From an optimization exercise on the open Yosys and OpenROAD flow, aimed at small area, a short achievable clock period and few clock cycles; shortcuts taken in it are not production practice.
The RTL was checked by simulation tests, not by an equivalence proof against the original design.
No activity file was given, so power comes from the tool's default toggle rates.

==> flow/design.v, too long to show whole: its modules and the start of the top module <==
// module can_codec: 1810 lines
// module can_codec_meas: 17 lines
module can_codec (
    input  wire        clk,
    input  wire        rst,           
    input  wire        cmd_valid,
    input  wire [63:0] cmd_word,
    output wire        cmd_ready,
    input  wire        rx_load,
    input  wire [31:0] rx_id,
    input  wire [7:0]  rx_len,
    input  wire [63:0] rx_data,       
    output wire [7:0]  proto,
    output reg         txv,
    output wire [31:0] txf_id,
    output wire [7:0]  txf_len,
    output wire [63:0] txf_data,
    output reg  [31:0] rxf_id,
    output reg  [7:0]  rxf_len,
    output reg  [63:0] rxf_data,
    output wire [7:0]  meas_addr,
    output wire [31:0] meas_v,
    output wire [31:0] meas_i,
    output wire [31:0] meas_t,
    output wire [31:0] meas_s,
    output wire [31:0] meas_c,
    output wire [7:0]  meas_p,
    output wire [7:0]  status
);
  // ...
==> flow/flow/run.sh <==
#!/bin/bash
# The standard layout (standard.sh), with two changes to how it is made:
# timing repair aims well below the 14 ns clock (the clock period and the
# constraints stay the design's; only the repair target moves), and the
# port buffers are the smallest buffer cell.
set -euo pipefail
bash standard.sh SETUP_SLACK_MARGIN=8.0 TNS_END_PERCENT=100 \
    'BUFFER_PORTS_ARGS=-buffer_cell sky130_fd_sc_hd__buf_1' finish > standard_finish.log 2>&1
==> flow/standard.sh <==
#!/bin/bash
# synth_recipe.tcl (not shown) runs the flow's synth.tcl, then flattens the netlist and writes it again
# the make line also repeats each setting of config.mk as NAME=value (left out here)
make -C /OpenROAD-flow-scripts/flow DESIGN_CONFIG=/design/flow/config.mk WORK_HOME=/design/flow/orfs CLKGATE_MAP_FILE= SYNTH_SCRIPT=/design/flow/synth_recipe.tcl "${@:-finish}"
==> flow/config.mk <==
export PLATFORM = sky130hd
export DESIGN_NAME = can_codec
export DESIGN_NICKNAME = can_codec
export VERILOG_FILES = /design/flow/design.v
export SDC_FILE = /design/flow/constraint.sdc
export NUM_CORES = 4
export LEC_CHECK = 0
export ABC_AREA = 1
export CAP_MARGIN = 20
export CORE_MARGIN = 2
export CORE_UTILIZATION = 40
export SLEW_MARGIN = 20
export SYNTH_HIERARCHICAL = 1
==> flow/constraint.sdc <==
create_clock -name core_clock -period 14.0 [get_ports {clk}]
set_input_delay 2.8000 -clock core_clock [delete_from_list [all_inputs] [get_ports {clk}]]
set_output_delay 2.8000 -clock core_clock [all_outputs]
set_load 0.01 [all_outputs]
==> flow_summary.ini, run 1 <==
[layout]
nMultiInputCombCells = 3518
layout_common_cells = nand2_1, inv_1, buf_1
layout-drive-gt1-share = 0.06864
area_delta_synth_final_pct = 13.42
num-nonclk-buffers = 586
diodes = 9

[sta]
fin_ws_ps = 8315
rsz0062_at_grt = false
fin_crit_sh = 0.4061

[pwr]
seq_power_w = 0.00107
power_density_mw_per_mm2 = 191.5
power_leader = combinational cells
p_int_w = 0.002755
clk-power_w = 0.000869
p_clk_frac = 0.140

[detailed_routing]
antenna_left = 0
drt-pass1-iter-count = 6
drtIter0Drc = 3358

[clock_network]
cts_sinks = 287
root_buffer = clkbuf_16
cts_tree = built
htreeDepth = 1

[floorplanning]
ioPinCount = 574
tap_cells = 950
rows = 98

[critical_path]
crit_path_start_kind = input port
critPathCapture = tx_body[30]
r2r_cells = 25
cp.depth = 21
r2r-start = tx_k[3]

[status]
status = timing/DRC/antenna clean

[global_route]
grt_pass1_vias = 29540
grt.met3_usage = 0.05714

[flow_run]
drv_cap = 0

[logic_synthesis]
avgSynthCellArea_um2 = 6.244
synth_compound_area_frac = 0.2132
synth_edf_count = 92
synth_top_area_share = 0.1526
synth-main-ff-cell = dfxtp_1
netlist-cell-type-count = 75

[hold_path]
holdPathEnd = dv_lz[0]
Testbench counts, summed over its fixed seeds: cycles 20,831.
==> run 2, diff against run 1 <==
--- a/flow/design.v
+++ b/flow/design.v
@@ -1424,16 +1424,368 @@
                 9'd508: dr125x2 = 7'd0;
                 9'd509: dr125x2 = 7'd0;
                 9'd510: dr125x2 = 7'd0;
                 9'd511: dr125x2 = 7'd0;
                 default: dr125x2 = 7'd0;
             endcase
         end
     endfunction
+    function [1:0] dq25x2;    
+        input [6:0] t;
+        begin
+            case (t)
+                7'd0: dq25x2 = 2'd0;
+                7'd1: dq25x2 = 2'd0;
+                7'd2: dq25x2 = 2'd0;
+                7'd3: dq25x2 = 2'd0;
+                7'd4: dq25x2 = 2'd0;
+                7'd5: dq25x2 = 2'd0;
+                7'd6: dq25x2 = 2'd0;
+                7'd7: dq25x2 = 2'd0;
+                7'd8: dq25x2 = 2'd0;
+                7'd9: dq25x2 = 2'd0;
+                7'd10: dq25x2 = 2'd0;
+                7'd11: dq25x2 = 2'd0;
+                7'd12: dq25x2 = 2'd0;
+                7'd13: dq25x2 = 2'd0;
+                7'd14: dq25x2 = 2'd0;
+                7'd15: dq25x2 = 2'd0;
+                7'd16: dq25x2 = 2'd0;
+                7'd17: dq25x2 = 2'd0;
+                7'd18: dq25x2 = 2'd0;
+                7'd19: dq25x2 = 2'd0;
+                7'd20: dq25x2 = 2'd0;
+                7'd21: dq25x2 = 2'd0;
+                7'd22: dq25x2 = 2'd0;
+                7'd23: dq25x2 = 2'd0;
+                7'd24: dq25x2 = 2'd0;
+                7'd25: dq25x2 = 2'd1;
+                7'd26: dq25x2 = 2'd1;
+                7'd27: dq25x2 = 2'd1;
+                7'd28: dq25x2 = 2'd1;
+                7'd29: dq25x2 = 2'd1;
+                7'd30: dq25x2 = 2'd1;
+                7'd31: dq25x2 = 2'd1;
+                7'd32: dq25x2 = 2'd1;
+                7'd33: dq25x2 = 2'd1;
+                7'd34: dq25x2 = 2'd1;
+                7'd35: dq25x2 = 2'd1;
+                7'd36: dq25x2 = 2'd1;
+                7'd37: dq25x2 = 2'd1;
+                7'd38: dq25x2 = 2'd1;
+                7'd39: dq25x2 = 2'd1;
+                7'd40: dq25x2 = 2'd1;
+                7'd41: dq25x2 = 2'd1;
+                7'd42: dq25x2 = 2'd1;
+                7'd43: dq25x2 = 2'd1;
+                7'd44: dq25x2 = 2'd1;
+                7'd45: dq25x2 = 2'd1;
+                7'd46: dq25x2 = 2'd1;
+                7'd47: dq25x2 = 2'd1;
+                7'd48: dq25x2 = 2'd1;
+                7'd49: dq25x2 = 2'd1;
+                7'd50: dq25x2 = 2'd2;
+                7'd51: dq25x2 = 2'd2;
+                7'd52: dq25x2 = 2'd2;
+                7'd53: dq25x2 = 2'd2;
+                7'd54: dq25x2 = 2'd2;
+                7'd55: dq25x2 = 2'd2;
+                7'd56: dq25x2 = 2'd2;
+                7'd57: dq25x2 = 2'd2;
+                7'd58: dq25x2 = 2'd2;
+                7'd59: dq25x2 = 2'd2;
+                7'd60: dq25x2 = 2'd2;
+                7'd61: dq25x2 = 2'd2;
+                7'd62: dq25x2 = 2'd2;
+                7'd63: dq25x2 = 2'd2;
+                7'd64: dq25x2 = 2'd2;
+                7'd65: dq25x2 = 2'd2;
+                7'd66: dq25x2 = 2'd2;
+                7'd67: dq25x2 = 2'd2;
+                7'd68: dq25x2 = 2'd2;
+                7'd69: dq25x2 = 2'd2;
+                7'd70: dq25x2 = 2'd2;
+                7'd71: dq25x2 = 2'd2;
+                7'd72: dq25x2 = 2'd2;
+                7'd73: dq25x2 = 2'd2;
+                7'd74: dq25x2 = 2'd2;
+                7'd75: dq25x2 = 2'd3;
+                7'd76: dq25x2 = 2'd3;
+                7'd77: dq25x2 = 2'd3;
+                7'd78: dq25x2 = 2'd3;
+                7'd79: dq25x2 = 2'd3;
+                7'd80: dq25x2 = 2'd3;
+                7'd81: dq25x2 = 2'd3;
+                7'd82: dq25x2 = 2'd3;
+                7'd83: dq25x2 = 2'd3;
+                7'd84: dq25x2 = 2'd3;
+                7'd85: dq25x2 = 2'd3;
+                7'd86: dq25x2 = 2'd3;
+                7'd87: dq25x2 = 2'd3;
+                7'd88: dq25x2 = 2'd3;
+                7'd89: dq25x2 = 2'd3;
+                7'd90: dq25x2 = 2'd3;
+                7'd91: dq25x2 = 2'd3;
+                7'd92: dq25x2 = 2'd3;
+                7'd93: dq25x2 = 2'd3;
+                7'd94: dq25x2 = 2'd3;
+                7'd95: dq25x2 = 2'd3;
+                7'd96: dq25x2 = 2'd3;
+                7'd97: dq25x2 = 2'd3;
+                7'd98: dq25x2 = 2'd3;
+                7'd99: dq25x2 = 2'd3;
+                7'd100: dq25x2 = 2'd0;
+                7'd101: dq25x2 = 2'd0;
+                7'd102: dq25x2 = 2'd0;
+                7'd103: dq25x2 = 2'd0;
+                7'd104: dq25x2 = 2'd0;
+                7'd105: dq25x2 = 2'd0;
+                7'd106: dq25x2 = 2'd0;
+                7'd107: dq25x2 = 2'd0;
+                7'd108: dq25x2 = 2'd0;
+                7'd109: dq25x2 = 2'd0;
+                7'd110: dq25x2 = 2'd0;
+                7'd111: dq25x2 = 2'd0;
+                7'd112: dq25x2 = 2'd0;
+                7'd113: dq25x2 = 2'd0;
+                7'd114: dq25x2 = 2'd0;
+                7'd115: dq25x2 = 2'd0;
+                7'd116: dq25x2 = 2'd0;
+                7'd117: dq25x2 = 2'd0;
+                7'd118: dq25x2 = 2'd0;
+                7'd119: dq25x2 = 2'd0;
+                7'd120: dq25x2 = 2'd0;
+                7'd121: dq25x2 = 2'd0;
+                7'd122: dq25x2 = 2'd0;
+                7'd123: dq25x2 = 2'd0;
+                7'd124: dq25x2 = 2'd0;
+                7'd125: dq25x2 = 2'd0;
+                7'd126: dq25x2 = 2'd0;
+                7'd127: dq25x2 = 2'd0;
+                default: dq25x2 = 2'd0;
+            endcase
+        end
+    endfunction
+    function [4:0] dr25x2;    
+        input [6:0] t;
+        begin
+            case (t)
+                7'd0: dr25x2 = 5'd0;
+                7'd1: dr25x2 = 5'd1;
+                7'd2: dr25x2 = 5'd2;
+                7'd3: dr25x2 = 5'd3;
+                7'd4: dr25x2 = 5'd4;
+                7'd5: dr25x2 = 5'd5;
+                7'd6: dr25x2 = 5'd6;
+                7'd7: dr25x2 = 5'd7;
+                7'd8: dr25x2 = 5'd8;
+                7'd9: dr25x2 = 5'd9;
+                7'd10: dr25x2 = 5'd10;
+                7'd11: dr25x2 = 5'd11;
+                7'd12: dr25x2 = 5'd12;
+                7'd13: dr25x2 = 5'd13;
+                7'd14: dr25x2 = 5'd14;
+                7'd15: dr25x2 = 5'd15;
+                7'd16: dr25x2 = 5'd16;
+                7'd17: dr25x2 = 5'd17;
+                7'd18: dr25x2 = 5'd18;
+                7'd19: dr25x2 = 5'd19;
+                7'd20: dr25x2 = 5'd20;
+                7'd21: dr25x2 = 5'd21;
+                7'd22: dr25x2 = 5'd22;
+                7'd23: dr25x2 = 5'd23;
+                7'd24: dr25x2 = 5'd24;
+                7'd25: dr25x2 = 5'd0;
+                7'd26: dr25x2 = 5'd1;
+                7'd27: dr25x2 = 5'd2;
+                7'd28: dr25x2 = 5'd3;
+                7'd29: dr25x2 = 5'd4;
+                7'd30: dr25x2 = 5'd5;
+                7'd31: dr25x2 = 5'd6;
+                7'd32: dr25x2 = 5'd7;
+                7'd33: dr25x2 = 5'd8;
+                7'd34: dr25x2 = 5'd9;
+                7'd35: dr25x2 = 5'd10;
+                7'd36: dr25x2 = 5'd11;
+                7'd37: dr25x2 = 5'd12;
+                7'd38: dr25x2 = 5'd13;
+                7'd39: dr25x2 = 5'd14;
+                7'd40: dr25x2 = 5'd15;
+                7'd41: dr25x2 = 5'd16;
+                7'd42: dr25x2 = 5'd17;
+                7'd43: dr25x2 = 5'd18;
+                7'd44: dr25x2 = 5'd19;
+                7'd45: dr25x2 = 5'd20;
+                7'd46: dr25x2 = 5'd21;
+                7'd47: dr25x2 = 5'd22;
+                7'd48: dr25x2 = 5'd23;
+                7'd49: dr25x2 = 5'd24;
+                7'd50: dr25x2 = 5'd0;
+                7'd51: dr25x2 = 5'd1;
+                7'd52: dr25x2 = 5'd2;
+                7'd53: dr25x2 = 5'd3;
+                7'd54: dr25x2 = 5'd4;
+                7'd55: dr25x2 = 5'd5;
+                7'd56: dr25x2 = 5'd6;
+                7'd57: dr25x2 = 5'd7;
+                7'd58: dr25x2 = 5'd8;
+                7'd59: dr25x2 = 5'd9;
+                7'd60: dr25x2 = 5'd10;
+                7'd61: dr25x2 = 5'd11;
+                7'd62: dr25x2 = 5'd12;
+                7'd63: dr25x2 = 5'd13;
+                7'd64: dr25x2 = 5'd14;
+                7'd65: dr25x2 = 5'd15;
+                7'd66: dr25x2 = 5'd16;
+                7'd67: dr25x2 = 5'd17;
+                7'd68: dr25x2 = 5'd18;
+                7'd69: dr25x2 = 5'd19;
+                7'd70: dr25x2 = 5'd20;
+                7'd71: dr25x2 = 5'd21;
+                7'd72: dr25x2 = 5'd22;
+                7'd73: dr25x2 = 5'd23;
+                7'd74: dr25x2 = 5'd24;
+                7'd75: dr25x2 = 5'd0;
+                7'd76: dr25x2 = 5'd1;
+                7'd77: dr25x2 = 5'd2;
+                7'd78: dr25x2 = 5'd3;
+                7'd79: dr25x2 = 5'd4;
+                7'd80: dr25x2 = 5'd5;
+                7'd81: dr25x2 = 5'd6;
+                7'd82: dr25x2 = 5'd7;
+                7'd83: dr25x2 = 5'd8;
+                7'd84: dr25x2 = 5'd9;
+                7'd85: dr25x2 = 5'd10;
+                7'd86: dr25x2 = 5'd11;
+                7'd87: dr25x2 = 5'd12;
+                7'd88: dr25x2 = 5'd13;
+                7'd89: dr25x2 = 5'd14;
+                7'd90: dr25x2 = 5'd15;
+                7'd91: dr25x2 = 5'd16;
+                7'd92: dr25x2 = 5'd17;
+                7'd93: dr25x2 = 5'd18;
+                7'd94: dr25x2 = 5'd19;
+                7'd95: dr25x2 = 5'd20;
+                7'd96: dr25x2 = 5'd21;
+                7'd97: dr25x2 = 5'd22;
+                7'd98: dr25x2 = 5'd23;
+                7'd99: dr25x2 = 5'd24;
+                7'd100: dr25x2 = 5'd0;
+                7'd101: dr25x2 = 5'd0;
+                7'd102: dr25x2 = 5'd0;
+                7'd103: dr25x2 = 5'd0;
+                7'd104: dr25x2 = 5'd0;
+                7'd105: dr25x2 = 5'd0;
+                7'd106: dr25x2 = 5'd0;
+                7'd107: dr25x2 = 5'd0;
+                7'd108: dr25x2 = 5'd0;
+                7'd109: dr25x2 = 5'd0;
+                7'd110: dr25x2 = 5'd0;
+                7'd111: dr25x2 = 5'd0;
+                7'd112: dr25x2 = 5'd0;
+                7'd113: dr25x2 = 5'd0;
+                7'd114: dr25x2 = 5'd0;
+                7'd115: dr25x2 = 5'd0;
+                7'd116: dr25x2 = 5'd0;
+                7'd117: dr25x2 = 5'd0;
+                7'd118: dr25x2 = 5'd0;
+                7'd119: dr25x2 = 5'd0;
+                7'd120: dr25x2 = 5'd0;
+                7'd121: dr25x2 = 5'd0;
+                7'd122: dr25x2 = 5'd0;
+                7'd123: dr25x2 = 5'd0;
+                7'd124: dr25x2 = 5'd0;
+                7'd125: dr25x2 = 5'd0;
+                7'd126: dr25x2 = 5'd0;
+                7'd127: dr25x2 = 5'd0;
+                default: dr25x2 = 5'd0;
+            endcase
+        end
+    endfunction
+    function [1:0] dq5x2;    
+        input [4:0] t;
+        begin
+            case (t)
+                5'd0: dq5x2 = 2'd0;
+                5'd1: dq5x2 = 2'd0;
+                5'd2: dq5x2 = 2'd0;
+                5'd3: dq5x2 = 2'd0;
+                5'd4: dq5x2 = 2'd0;
+                5'd5: dq5x2 = 2'd1;
+                5'd6: dq5x2 = 2'd1;
+                5'd7: dq5x2 = 2'd1;
+                5'd8: dq5x2 = 2'd1;
+                5'd9: dq5x2 = 2'd1;
+                5'd10: dq5x2 = 2'd2;
+                5'd11: dq5x2 = 2'd2;
+                5'd12: dq5x2 = 2'd2;
+                5'd13: dq5x2 = 2'd2;
+                5'd14: dq5x2 = 2'd2;
+                5'd15: dq5x2 = 2'd3;
+                5'd16: dq5x2 = 2'd3;
+                5'd17: dq5x2 = 2'd3;
+                5'd18: dq5x2 = 2'd3;
+                5'd19: dq5x2 = 2'd3;
+                5'd20: dq5x2 = 2'd0;
+                5'd21: dq5x2 = 2'd0;
+                5'd22: dq5x2 = 2'd0;
+                5'd23: dq5x2 = 2'd0;
+                5'd24: dq5x2 = 2'd0;
+                5'd25: dq5x2 = 2'd0;
+                5'd26: dq5x2 = 2'd0;
+                5'd27: dq5x2 = 2'd0;
+                5'd28: dq5x2 = 2'd0;
+                5'd29: dq5x2 = 2'd0;
+                5'd30: dq5x2 = 2'd0;
+                5'd31: dq5x2 = 2'd0;
+                default: dq5x2 = 2'd0;
+            endcase
+        end
+    endfunction
+    function [2:0] dr5x2;    
+        input [4:0] t;
+        begin
+            case (t)
+                5'd0: dr5x2 = 3'd0;
+                5'd1: dr5x2 = 3'd1;
+                5'd2: dr5x2 = 3'd2;
+                5'd3: dr5x2 = 3'd3;
+                5'd4: dr5x2 = 3'd4;
+                5'd5: dr5x2 = 3'd0;
+                5'd6: dr5x2 = 3'd1;
+                5'd7: dr5x2 = 3'd2;
+                5'd8: dr5x2 = 3'd3;
+                5'd9: dr5x2 = 3'd4;
+                5'd10: dr5x2 = 3'd0;
+                5'd11: dr5x2 = 3'd1;
+                5'd12: dr5x2 = 3'd2;
+                5'd13: dr5x2 = 3'd3;
+                5'd14: dr5x2 = 3'd4;
+                5'd15: dr5x2 = 3'd0;
+                5'd16: dr5x2 = 3'd1;
+                5'd17: dr5x2 = 3'd2;
+                5'd18: dr5x2 = 3'd3;
+                5'd19: dr5x2 = 3'd4;
+                5'd20: dr5x2 = 3'd0;
+                5'd21: dr5x2 = 3'd0;
+                5'd22: dr5x2 = 3'd0;
+                5'd23: dr5x2 = 3'd0;
+                5'd24: dr5x2 = 3'd0;
+                5'd25: dr5x2 = 3'd0;
+                5'd26: dr5x2 = 3'd0;
+                5'd27: dr5x2 = 3'd0;
+                5'd28: dr5x2 = 3'd0;
+                5'd29: dr5x2 = 3'd0;
+                5'd30: dr5x2 = 3'd0;
+                5'd31: dr5x2 = 3'd0;
+                default: dr5x2 = 3'd0;
+            endcase
+        end
+    endfunction
     localparam [2:0]   NCYC  = 3'd3;  
     reg        proto_b;               
     reg  [3:0] st;                    
     reg        p_wait;                
     reg  [1:0] s_ph;                  
     reg        sp_hi;                 
     reg        tx_on;                 
     reg        tx_p;                  
@@ -1596,41 +1948,50 @@
     end
     reg  [6:0]  c125, t125;
     reg  [4:0]  c25, t25;
     reg  [2:0]  c5, t5;
     reg  [STEPS-1:0] q125, q25, q5;
     reg  [7:0]  o125;
     reg  [5:0]  o25;
     reg  [3:0]  o5;
-    integer j;
     always @(*) begin
         c125 = dv_r;
         q125[6:5] = dq125x2({c125, dv_q[31:30]});
         c125      = dr125x2({c125, dv_q[31:30]});
         q125[4:3] = dq125x2({c125, dv_q[29:28]});
         c125      = dr125x2({c125, dv_q[29:28]});
         o125      = dstep125({c125, dv_q[27]});
         q125[2]   = o125[7];
         c125      = o125[6:0];
         t125      = c125;
         q125[1:0] = dq125x2({c125, dv_q[26:25]});
         c125      = dr125x2({c125, dv_q[26:25]});
-        c25  = dv_r[4:0];
-        c5   = dv_r[2:0];
-        t25 = 5'd0; t5 = 3'd0;
-        for (j = 0; j < STEPS; j = j + 1) begin
-            o25  = dstep25({c25, dv_q[31-j]});
-            o5   = dstep5({c5, dv_q[31-j]});
-            c25  = o25[4:0];   q25[STEPS-1-j]  = o25[5];
-            c5   = o5[2:0];    q5[STEPS-1-j]   = o5[3];
-            if (j == 4) begin
-                t25 = c25; t5 = c5;
-            end
-        end
+        c25 = dv_r[4:0];
+        q25[6:5] = dq25x2({c25, dv_q[31:30]});
+        c25      = dr25x2({c25, dv_q[31:30]});
+        q25[4:3] = dq25x2({c25, dv_q[29:28]});
+        c25      = dr25x2({c25, dv_q[29:28]});
+        o25      = dstep25({c25, dv_q[27]});
+        q25[2]   = o25[5];
+        c25      = o25[4:0];
+        t25      = c25;
+        q25[1:0] = dq25x2({c25, dv_q[26:25]});
+        c25      = dr25x2({c25, dv_q[26:25]});
+        c5 = dv_r[2:0];
+        q5[6:5] = dq5x2({c5, dv_q[31:30]});
+        c5      = dr5x2({c5, dv_q[31:30]});
+        q5[4:3] = dq5x2({c5, dv_q[29:28]});
+        c5      = dr5x2({c5, dv_q[29:28]});
+        o5      = dstep5({c5, dv_q[27]});
+        q5[2]   = o5[3];
+        c5      = o5[2:0];
+        t5      = c5;
+        q5[1:0] = dq5x2({c5, dv_q[26:25]});
+        c5      = dr5x2({c5, dv_q[26:25]});
     end
     wire [STEPS-1:0] s_b = (dv_d == 2'd0) ? q125 : (dv_d == 2'd1) ? q25 : q5;
     wire [6:0]  s_r   = (dv_d == 2'd0) ? c125 : (dv_d == 2'd1) ? {2'd0, c25} : {4'd0, c5};
     wire [31:0] s_q   = {dv_q[31-STEPS:0], s_b};
     wire [6:0]  R     = (dv_d == 2'd0) ? t125 : (dv_d == 2'd1) ? {2'd0, t25} : {4'd0, t5};
     wire [31:0] QL    = {dv_q[26:0], s_b[STEPS-1:STEPS-5]};
     wire [25:0] Q     = QL[25:0];
     wire [5:0]  L     = QL[31:26];
==> run 2 against run 1 <==
Net effect: via count up 1.5%; clock skew grew 7.0 ps; count of clock-buffer cells in the layout is 4 higher; clock power rose by 6.6%; setup slack worse by 44 ps; flip-flop and latch count grew 2.
==> flow_summary.ini, run 2 <==
[status]
status = timing/DRC/antenna clean

[floorplanning]
ioPinCount = 574
core_mm2 = 0.07027
rows = 97
dieHeight_um = 271.0
die_w_um = 271.0
dieArea_mm2 = 0.07345
start_util = 0.4058

[sta]
worst_pin_slew_ps = 1118
fin_skew_ps = 20.93
drv_slew = 0
fin_crit_sh = 0.4093
max_freq_ghz = 0.1745
fin_tns_setup_ps = 0
fin_ws_ps = 8270
max_slew_margin = 0.2541
fin_crit_ps = 5730
rsz0062_at_grt = true
hold_violations = 0
setup_viol = 0

[logic_synthesis]
synthesis.area_mm2 = 0.02852
synth_area_leaders = nand2_1, dfxtp_1, edfxtp_1
synthCells = 4633
synth_edf_count = 92
yosys.area.top_type = nand2_1
yosysMostFrequentCell = nand2_1
ys_top_cells_by_count = nand2_1, o21ai_0, nor2_1
synth-async-reset-ratio = 0
yosysWarnings = 7
ys_ff_latch = 289
seq_area_frac_synth = 0.2352
synth-main-ff-cell = dfxtp_1
avgSynthCellArea_um2 = 6.155
netlist-cell-type-count = 69
synth_top_area_share = 0.1520

[clock_network]
cts_tree = built
path_clk_slew_ps = 60
cts_buffers = 36
htreeDepth = 2
clockBufferDepth = 3
cts_sinks = 289
clock_latency_ps = 570
hold_buffers = 0
root_buffer = clkbuf_16

[global_route]
antenna_found_initial = 7
grt_first_pass_wirelength_mm = 179.2
grt_max_degree = 101
grt.overflow.total = 0
grt_pass1_vias = 30050
grt.total_usage = 0.3082

[pwr]
p_int_w = 0.002563
p_leak_nw = 14.03
power.switching_w = 0.003032
switching_share = 0.5419
peakVddDrop_mv = 0.1458
power_density_mw_per_mm2 = 171.7
p_clk_frac = 0.166
p_comb_frac = 0.641
seqPwrFrac = 0.194

[detailed_routing]
wirelength_mm = 119.9
drt-pass1-iter-count = 6
via_count = 33380
routed_via_density = 5.557
drc = 0
antenna_left = 0
avgRoutedWirePerCell_um = 19.96
drtIter0Drc = 3748

[layout]
layout-drive-gt1-share = 0.06102
nNetsFinal = 5373
largest_register = rxf_data
final_common_cell = nand2_1
largest_register_ffs = 64
final_core_util = 0.4637
layout_common_cells = nand2_1, o21ai_0, buf_1
area_delta_synth_final_pct = 14.27

[critical_path]
r2r_slack_ps = 8300
r2r_end = tx_body[24]
critPathKind = input port to flip-flop
worstPathArrival_ps = 6020
r2r_cells = 30
crit_path_start_kind = input port
required_ps = 14290
r2r-start = tx_k[3]
path_max_fanout = 53
cp-end-kind = flip-flop

[hold_path]
worstHoldStart = ld_lz[0]
min_path_type = flip-flop to flip-flop
hold-path-cell-count = 0
holdPathEnd = dv_lz[0]

[place]
dpl.hpwl_mm = 93.74
place_congestion = 0.9969
port_buffers = 512
pre_cts_slack_ps = 7067

[flow_run]
drv_cap = 0
==> run 2: cell count changes after synthesis, moves of 13 or more <==
cell      delta
a21oi_1     +46
ha_1        -27
inv_1       -47
nand4_1     -13
nor2_1      +46
o211ai_1    -16
o21ai_0     +61
==> run 2: cell type report <==
cell class | count | area, µm²
fillers | 7535 | 37680
multi-input cells | 3603 | 18960
flip-flops and latches | 289 | 6706
repair buffers | 587 | 2566
inverters | 520 | 1997
well taps | 940 | 1176
clock buffers | 48 | 1040
clock inverters | 15 | 113.9
repair inverters | 2 | 12.51
diodes | 4 | 10.01
==> run 2: modules after synthesis, one instance, submodules excluded <==
module	times used	flip-flops and latches	cells inside	cell area (µm²)
can_codec_meas	1	0	399	1654
can_codec	1	289	4234	26860
==> run 2: routing by layer <==
layer,part of all wire,global-route usage,up-vias
met5,0.00039,0,-
met4,0.036,0.1076,6
met3,0.082,0.04669,187
met2,0.45,0.4955,1481
met1,0.43,0.4186,15510
li1,-,-,16200
==> run 2: through the flow <==
stage	instance area, µm²	hold slack [ps]	total power (W)	instances
floorplan	28710	418.3	0.003656	4684
global placement	30750	429.6	0.004488	5895
detailed placement	30750	427.1	0.004468	5895
CTS	32030	446.2	0.005423	5968
global route	32590	465.4	0.006065	6008
finish	32590	442.1	0.005595	6008
==> run 2: how the worst max path moves through the flow <==
| stage | start | endpoint | slack [ps] | cells after the start |
|---|---|---|---|---|
| floorplan | cmd_word[5] | m_val[0] | 8550 | 9 |
| global placement | cmd_word[5] | m_val[3] | 7160 | 11 |
| detailed placement | cmd_word[5] | m_val[2] | 7070 | 11 |
| CTS | dv_q[31] | flip-flop | 7990 | 41 |
| global route | dv_q[30] | flip-flop | 7940 | 40 |
| finish | cmd_word[5] | m_val[25] | 8270 | 11 |
==> run 2: cell families after synthesis <==
kind of cell,count (synthesis),synth area share
adder cells (fa/ha/maj),162,0.07792
AND/OR/NAND/NOR,2150,0.3184
AO/OA/AOI/OAI,1167,0.2303
flip-flops,289,0.2352
XOR/XNOR,63,0.01935
buffers and inverters,793,0.1159
other,1,0.0001315
multiplexers,8,0.002808
==> run 2: repair_timing <==
| item | CTS | global route |
|---|---|---|
| endpoints found under the setup margin | 52 | 52 |
| cloned | 1 | 3 |
| resized for setup | 19 | 66 |
| setup buffers | 9 | 31 |
| pin swaps | 0 | 7 |
==> run 2: power by group through the flow <==
stage | Clock (W) | Combinational, W | Sequential [W]
after CTS | 0.000936 | 0.00341 | 0.00108
final | 0.000926 | 0.00359 | 0.00108
after detailed placement | 0 | 0.00336 | 0.00111
after floorplan | 0 | 0.00263 | 0.00103
after global placement | 0 | 0.00338 | 0.00111
after global routing | 0.000969 | 0.00400 | 0.00109
==> run 2: critical path: stages <==
cell,delay (ps)
buf_1,80
nor4_2,460
inv_1,150
nor3_1,380
inv_1,200
nor2_2,320
nand3_2,770
clkinv_1,540
nand2_1,100
o41ai_1,110
inv_1,70
Testbench counts of run 2, summed over its fixed seeds: cycles 20,831.

==> port drivers added, routing unchanged <==
How much do the figures lean on ideal ports? The routed layouts below were timed once more, with nothing changed but the port constraints. Step 1: set_driving_cell puts a clkbuf_16 on clk and a buf_2 on each other input, an assumption about the parent block. Step 2 moves the port delays by t, midway between the first and last clock arrival at a register: inputs arrive t later, outputs are due t later. That takes back most of the time a late clock gives input paths. a / b / c = ideal ports / drivers / drivers and shift; a / b = the first two.
| run | t, ns | slack for setup (ns) | latest minus earliest clock arrival (ns) |
|---|---|---|---|
| run 1 | 0.674 | 8.315 / 8.287 / 7.613 | 0.014 / 0.014 |
| run 2 | 0.602 | 8.270 / 8.294 / 7.692 | 0.021 / 0.020 |
After both steps every run listed still meets setup and hold. For run 1, which loses most, drivers alone change the setup slack by -0.028 ns; drivers and shift together by -0.702 ns.
